Context: an optimization exercise on an open-source flow, tuned for small area, a short achievable clock period and few clock cycles. The choices shown serve that exercise and are no tape-out recipe. The RTL was checked by simulation tests, not by an equivalence proof against the original design. No activity file was given, so power comes from the tool's default toggle rates.

// pae_a_encoder
module pae_a_encoder (
    input  wire       clk,
    input  wire       rst,
    input  wire       start,
    input  wire [3:0] cfg_width,
    input  wire       cfg_swap,
    input  wire [1:0] cfg_mode,
    output wire       busy,
    output wire       done,
    input  wire       in_valid,
    input  wire [7:0] in_data,
    output wire       in_ready,
    output wire       out_valid,
    output wire [7:0] out_data,
    input  wire       out_ready
);
export LEC_CHECK = 0
export ABC_AREA = 1
export CAP_MARGIN = 20
export CORE_MARGIN = 2
export CORE_UTILIZATION = 40
export CTS_BUF_LIST = sky130_fd_sc_hd__clkbuf_8
export CTS_CLUSTER_SIZE = 40
export PLACE_DENSITY = 0.6
export SETUP_SLACK_MARGIN = 4.1
export SLEW_MARGIN = 20
create_clock -name core_clock -period 7.0 [get_ports {clk}]
run.sh (not shown) runs the stock make flow with config.mk's settings and CLKGATE_MAP_FILE= SYNTH_SCRIPT=/design/flow/synth_recipe.tcl, a recipe that flattens the netlist after the stock synthesis.
The first run passed the timing, DRC and antenna checks.
Testbench counts at the start, summed over its fixed seeds: cycles 57,578.
Rerun with:
--- a/flow/config.mk
+++ b/flow/config.mk
@@ -10,6 +10,5 @@
 export CORE_MARGIN = 2
-export CORE_UTILIZATION = 40
+export CORE_UTILIZATION = 50
 export CTS_BUF_LIST = sky130_fd_sc_hd__clkbuf_8
-export CTS_CLUSTER_SIZE = 40
-export PLACE_DENSITY = 0.6
+export PLACE_DENSITY = 0.7
 export SETUP_SLACK_MARGIN = 4.1
Via count came out higher by about 1.5%. Sequential cell count does not change. Utilization went up by 12 points.
Rerun with:
--- a/flow/config.mk
+++ b/flow/config.mk
@@ -10,5 +10,5 @@
 export CORE_MARGIN = 2
-export CORE_UTILIZATION = 50
+export CORE_UTILIZATION = 40
 export CTS_BUF_LIST = sky130_fd_sc_hd__clkbuf_8
-export PLACE_DENSITY = 0.7
+export PLACE_DENSITY = 0.6
 export SETUP_SLACK_MARGIN = 4.1
Effect:
- synthesized area does not change
- power decreases by a few percent
- cell count goes up by a few percent
- die area rises by a quarter to a third
- wire length increases by a few percent
Rerun with:
--- a/flow/config.mk
+++ b/flow/config.mk
@@ -11,5 +11,4 @@
 export CORE_UTILIZATION = 40
-export CTS_BUF_LIST = sky130_fd_sc_hd__clkbuf_8
 export PLACE_DENSITY = 0.6
-export SETUP_SLACK_MARGIN = 4.1
+export SETUP_SLACK_MARGIN = 3.9
 export SLEW_MARGIN = 20
=> Cell count came out lower by 2.0%; core utilization shrinks by 1.3 points; via count drops by 1.9%; combinational power is lower by about 3%; total power climbs by 16%; fmax is lower by 4.9%; clock power grows by 54%; area after synthesis does not change.
Rerun with:
--- a/flow/config.mk
+++ b/flow/config.mk
@@ -12,3 +12,3 @@
 export PLACE_DENSITY = 0.6
-export SETUP_SLACK_MARGIN = 3.9
+export SETUP_SLACK_MARGIN = 4.1
 export SLEW_MARGIN = 20
Result: The new run passed the timing, DRC and antenna checks; sequential power barely changes; flip-flop and latch count does not change; routed wire length rose by 3.7%; final area went up by 3.7%; global-route usage hardly moves; worst setup slack improved by 0.14 ns; combinational power rose by about 3%; utilization increases by 1.8 points; non-clock buffer count is higher by 17; die area does not change.
Rerun with:
--- a/flow/config.mk
+++ b/flow/config.mk
@@ -12,3 +12,3 @@
 export PLACE_DENSITY = 0.6
-export SETUP_SLACK_MARGIN = 4.1
+export SETUP_SLACK_MARGIN = 3.7
 export SLEW_MARGIN = 20
Outcome: Routed wire length decreases by about 7%; power increases by about 0.9%; area after synthesis does not change.

---

pae_a_encoder, a different RTL version from the one above (not shown whole).
Size: ~88 flip-flops, about 32 I/O pins.
make LEC_CHECK=0 CAP_MARGIN=20 CORE_MARGIN=2 CORE_UTILIZATION=60 PLACE_DENSITY=0.75 SETUP_SLACK_MARGIN=3.0 SLEW_MARGIN=20 finish   # period 7.0 ns
Testbench counts at the start, summed over its fixed seeds: cycles 57,578.
Change:
Settings changed: CORE_UTILIZATION 60 to 40, PLACE_DENSITY 0.75 to 0.6, SETUP_SLACK_MARGIN 3.0 to 4.4.
Outcome: Setup slack improves by 310 ps. Non-clock buffer count grows by 100. Power grows by 3.1%. Via count grows by 6.4%. Hold slack improves by 11 ps. Sequential cell count stays the same. Cell area grows by 22%. Wire length grows by 15%. Cell count grows by 19%.
Change:
Settings changed: SETUP_SLACK_MARGIN 4.4 to 3.0.
Result: The changed run ran to the end with no violations; final cell count fell by about 9%; final area fell by 18%; utilization fell by 9.8 points; die area does not change; wire length fell by 19%; worst hold slack loses 15 ps; clock power fell by 4.6%.
Change:
Settings changed: ABC_CLOCK_PERIOD_IN_PS set to 3000.
The new run finished clean.
Power stays the same.
Cell area is unchanged.
Via count does not change.
Cell count stays the same.
Core utilization stays the same.
Global-route usage is unchanged.
Change:
Settings changed: ABC_CLOCK_PERIOD_IN_PS 3000 to not set, SETUP_SLACK_MARGIN 3.0 to 3.6.
Worst setup slack gets better by 190 ps.
Total power goes down slightly.
Non-clock buffer count goes up by 54.
Change:
Settings changed: SETUP_SLACK_MARGIN 3.6 to not set.
What happened: Total power barely changes; sequential cell count does not change; cell count fell by a few percent; die area is unchanged; worst hold slack barely changes.

---

Setup of ember:
Another version of the RTL of pae_a_encoder (not shown whole).
Size: roughly 760 cells after synthesis, ~95 flip-flops, roughly 6900 um2 of cells after synthesis.
clock: 7.0 ns
lec_check: 0
cap_margin: 20
core_margin: 2
core_utilization: 40
place_density: 0.6
setup_slack_margin: 3.75
slew_margin: 20
Testbench counts of ember, summed over its fixed seeds: cycles 57,578.
### ember -> onyx
- PLACE_DENSITY changed from 0.6 to 0.75
- ABC_AREA newly set to 1
- CORE_UTILIZATION changed from 40 to 55
- SETUP_SLACK_MARGIN changed from 3.75 to 3.9
==> run summary <==
- Compared with ember, onyx shows non-clock buffer count lower by 28.
- Looking at cell with the biggest individual delay on the critical path, the sky130_fd_sc_hd__fa_1 result is from onyx; the sky130_fd_sc_hd__or4_4 one comes from ember.
- Taking ember as the reference point, the starting density of the core of onyx rises by 16 points.
- Delta (onyx minus ember): relative max-transition margin increased by 3.2 points relative to the old numbers; post-synthesis instance area has decreased; synthesized-area fraction occupied by ao, oa, aoi and oai cells now smaller; worst path required time rose 190 ps.
Relative to onyx, the following input files were edited for lagoon:
- CORE_UTILIZATION now 40, was 55
- SETUP_SLACK_MARGIN now 4.0, was 3.9
- PLACE_DENSITY now 0.6, was 0.75
- ABC_AREA no longer set, was 1
## What came out
Per the comparison of lagoon with onyx, worst setup slack dropped 88 ps, core utilization dropped 13 points.
Layout overhead on the synthesized area | lagoon above onyx
Comparing onyx and lagoon, the higher worst slew slack as a fraction of its limit is on onyx.
lagoon vs. onyx: floorplan die area increased 40%, register area essentially unchanged, final critical-path required period has increased, filler cell count went up 514, cell count picked up an extra about 2.4%.
On wire length, the higher figure sits with lagoon, not onyx.
Clock network power sits higher in lagoon than in onyx.

---

== harbor ==
pae_a_encoder with an RTL version that a note above also has.
For scale: about 870 cells after synthesis, ~96 flip-flops, ~0.0067 mm^2 of cells after synthesis.
make LEC_CHECK=0 ABC_AREA=1 CAP_MARGIN=20 CORE_MARGIN=2 CORE_UTILIZATION=40 CTS_BUF_LIST=sky130_fd_sc_hd__clkbuf_8 PLACE_DENSITY=0.4 SETUP_SLACK_MARGIN=4.1 SLEW_MARGIN=20 finish   # period 7.0 ns
Testbench counts of harbor, summed over its fixed seeds: cycles 57,578.
[inputs] amber vs harbor
Settings: swapping 0.4 for 0.6 in PLACE_DENSITY; swapping 4.1 for 4.25 in SETUP_SLACK_MARGIN.
## What came out
- On upper clock frequency limit, harbor and amber are neck and neck.
- Count of filler cells inserted in the layout: amber lower than harbor
- The start point of the critical path comes out kt[0]$_SDFFCE_PP1P_ in one run and out_ready in the other, namely in amber and harbor respectively.
- On area growth from synthesis to final layout, the lower figure sits with harbor, not amber.
> inputs changed (amber -> zinc)
Settings: a change of SETUP_SLACK_MARGIN from 4.25 to 4.2; a deleted CTS_BUF_LIST that had been sky130_fd_sc_hd__clkbuf_8.
### Flow results
- zinc — starting DRC count in detailed routing 12% lower, amber as reference
- Between amber and zinc, the flow reports routed wire length on met2 decreasing by a few percent.
- amber -> zinc: sequential share of layout area flat
- Cmp zinc and amber / multi-input gate share of the layout cell area / higher: amber
- Clock buffer count was higher in zinc than in amber.
- zinc completed every stage of the flow, and the final layout passed the timing, DRC and antenna checks.
- In zinc, the fmax came out about 0.5% above the value in amber.
- The via count of the first global-routing pass in zinc sits 120 above the value recorded for amber.
## Diff of input files: raven against zinc
Settings: PLACE_DENSITY changed from 0.6 to 0.5; SETUP_SLACK_MARGIN changed from 4.2 to 4.1; CTS_BUF_LIST newly set to sky130_fd_sc_hd__clkbuf_8.
Result for zinc and raven: all clean
The final reports for raven and zinc show first-pass GRT wire length higher in the former.
Any difference in via count between zinc and raven is small enough to ignore.
Measured against each other, zinc and raven differ in routed length per placed instance, the higher figure coming from raven.
| max-slew violation total from the final report | raven vs zinc | ≈ equal |
raven: portion of total power attributed to the clock network is 8.3 points lower than what zinc reported.
On raven: critical-path maximum fanout is 4 higher than what zinc gave.
Highest cell delay on the worst timing path essentially unchanged between zinc and raven.
In terms of final cycle utilization of the critical path, zinc and raven differ only marginally.
On number of buffers outside the clock class in the layout: between zinc and raven, it ends up lower for raven.
Compared with zinc, raven shows a post-place instance area that is 50 um^2 lower.
Compared with zinc, raven shows count of clock-buffer cells in the layout lower by 2.

==> port drivers added, routing unchanged <==
The results above use ideal ports. As a check the final layouts listed here were re-extracted and re-timed, cells and wires unchanged. Step 1 (the two cells are an assumption about what drives the block):
set clk [get_ports {clk}]
set_driving_cell -lib_cell sky130_fd_sc_hd__clkbuf_16 $clk
set_driving_cell -lib_cell sky130_fd_sc_hd__buf_2 [delete_from_list [all_inputs] $clk]
Step 2 adds t to the input delays and takes it off the output delays; t is the mean of the earliest and latest rising clock arrival at the registers after step 1. Input paths then give back, and output paths get back, about the clock's delay inside the block. Three values: ideal ports, drivers, drivers and shift; two values: the first two.
run	t (ns)	slack for setup (ns)	pins driven straight from the clock port
the first run of note 1	0.408	4.153 / 4.118 / 3.757	1
the second run of note 1	0.414	4.133 / 4.133 / 3.783	1
the third run of note 1	0.408	4.153 / 4.118 / 3.757	1
the fourth run of note 1	0.398	4.006 / 3.969 / 3.628	1
the fifth run of note 1	0.393	4.146 / 4.126 / 3.768	1
the sixth run of note 1	0.385	3.862 / 3.876 / 3.492	1
the first run of note 2	0.396	3.030 / 3.030 / 3.017	1
the second run of note 2	0.393	3.343 / 3.343 / 3.343	1
the third run of note 2	0.396	3.171 / 3.171 / 3.029	1
the fourth run of note 2	0.396	3.171 / 3.171 / 3.029	1
the fifth run of note 2	0.397	3.360 / 3.360 / 3.357	1
the sixth run of note 2	0.395	2.862 / 2.862 / 2.539	1
ember	0.391	3.771 / 3.771 / 3.430	1
onyx	0.393	3.966 / 3.966 / 3.602	1
lagoon	0.393	3.878 / 3.878 / 3.762	1
harbor	0.429	4.154 / 4.148 / 3.740	1
amber	0.417	4.160 / 4.161 / 3.896	1
zinc	0.396	4.174 / 4.174 / 3.889	1
raven	0.422	4.178 / 4.174 / 3.776	1
After both steps every run listed still meets setup and hold. For harbor, which loses most, drivers alone change the setup slack by -0.006 ns; drivers and shift together by -0.414 ns.
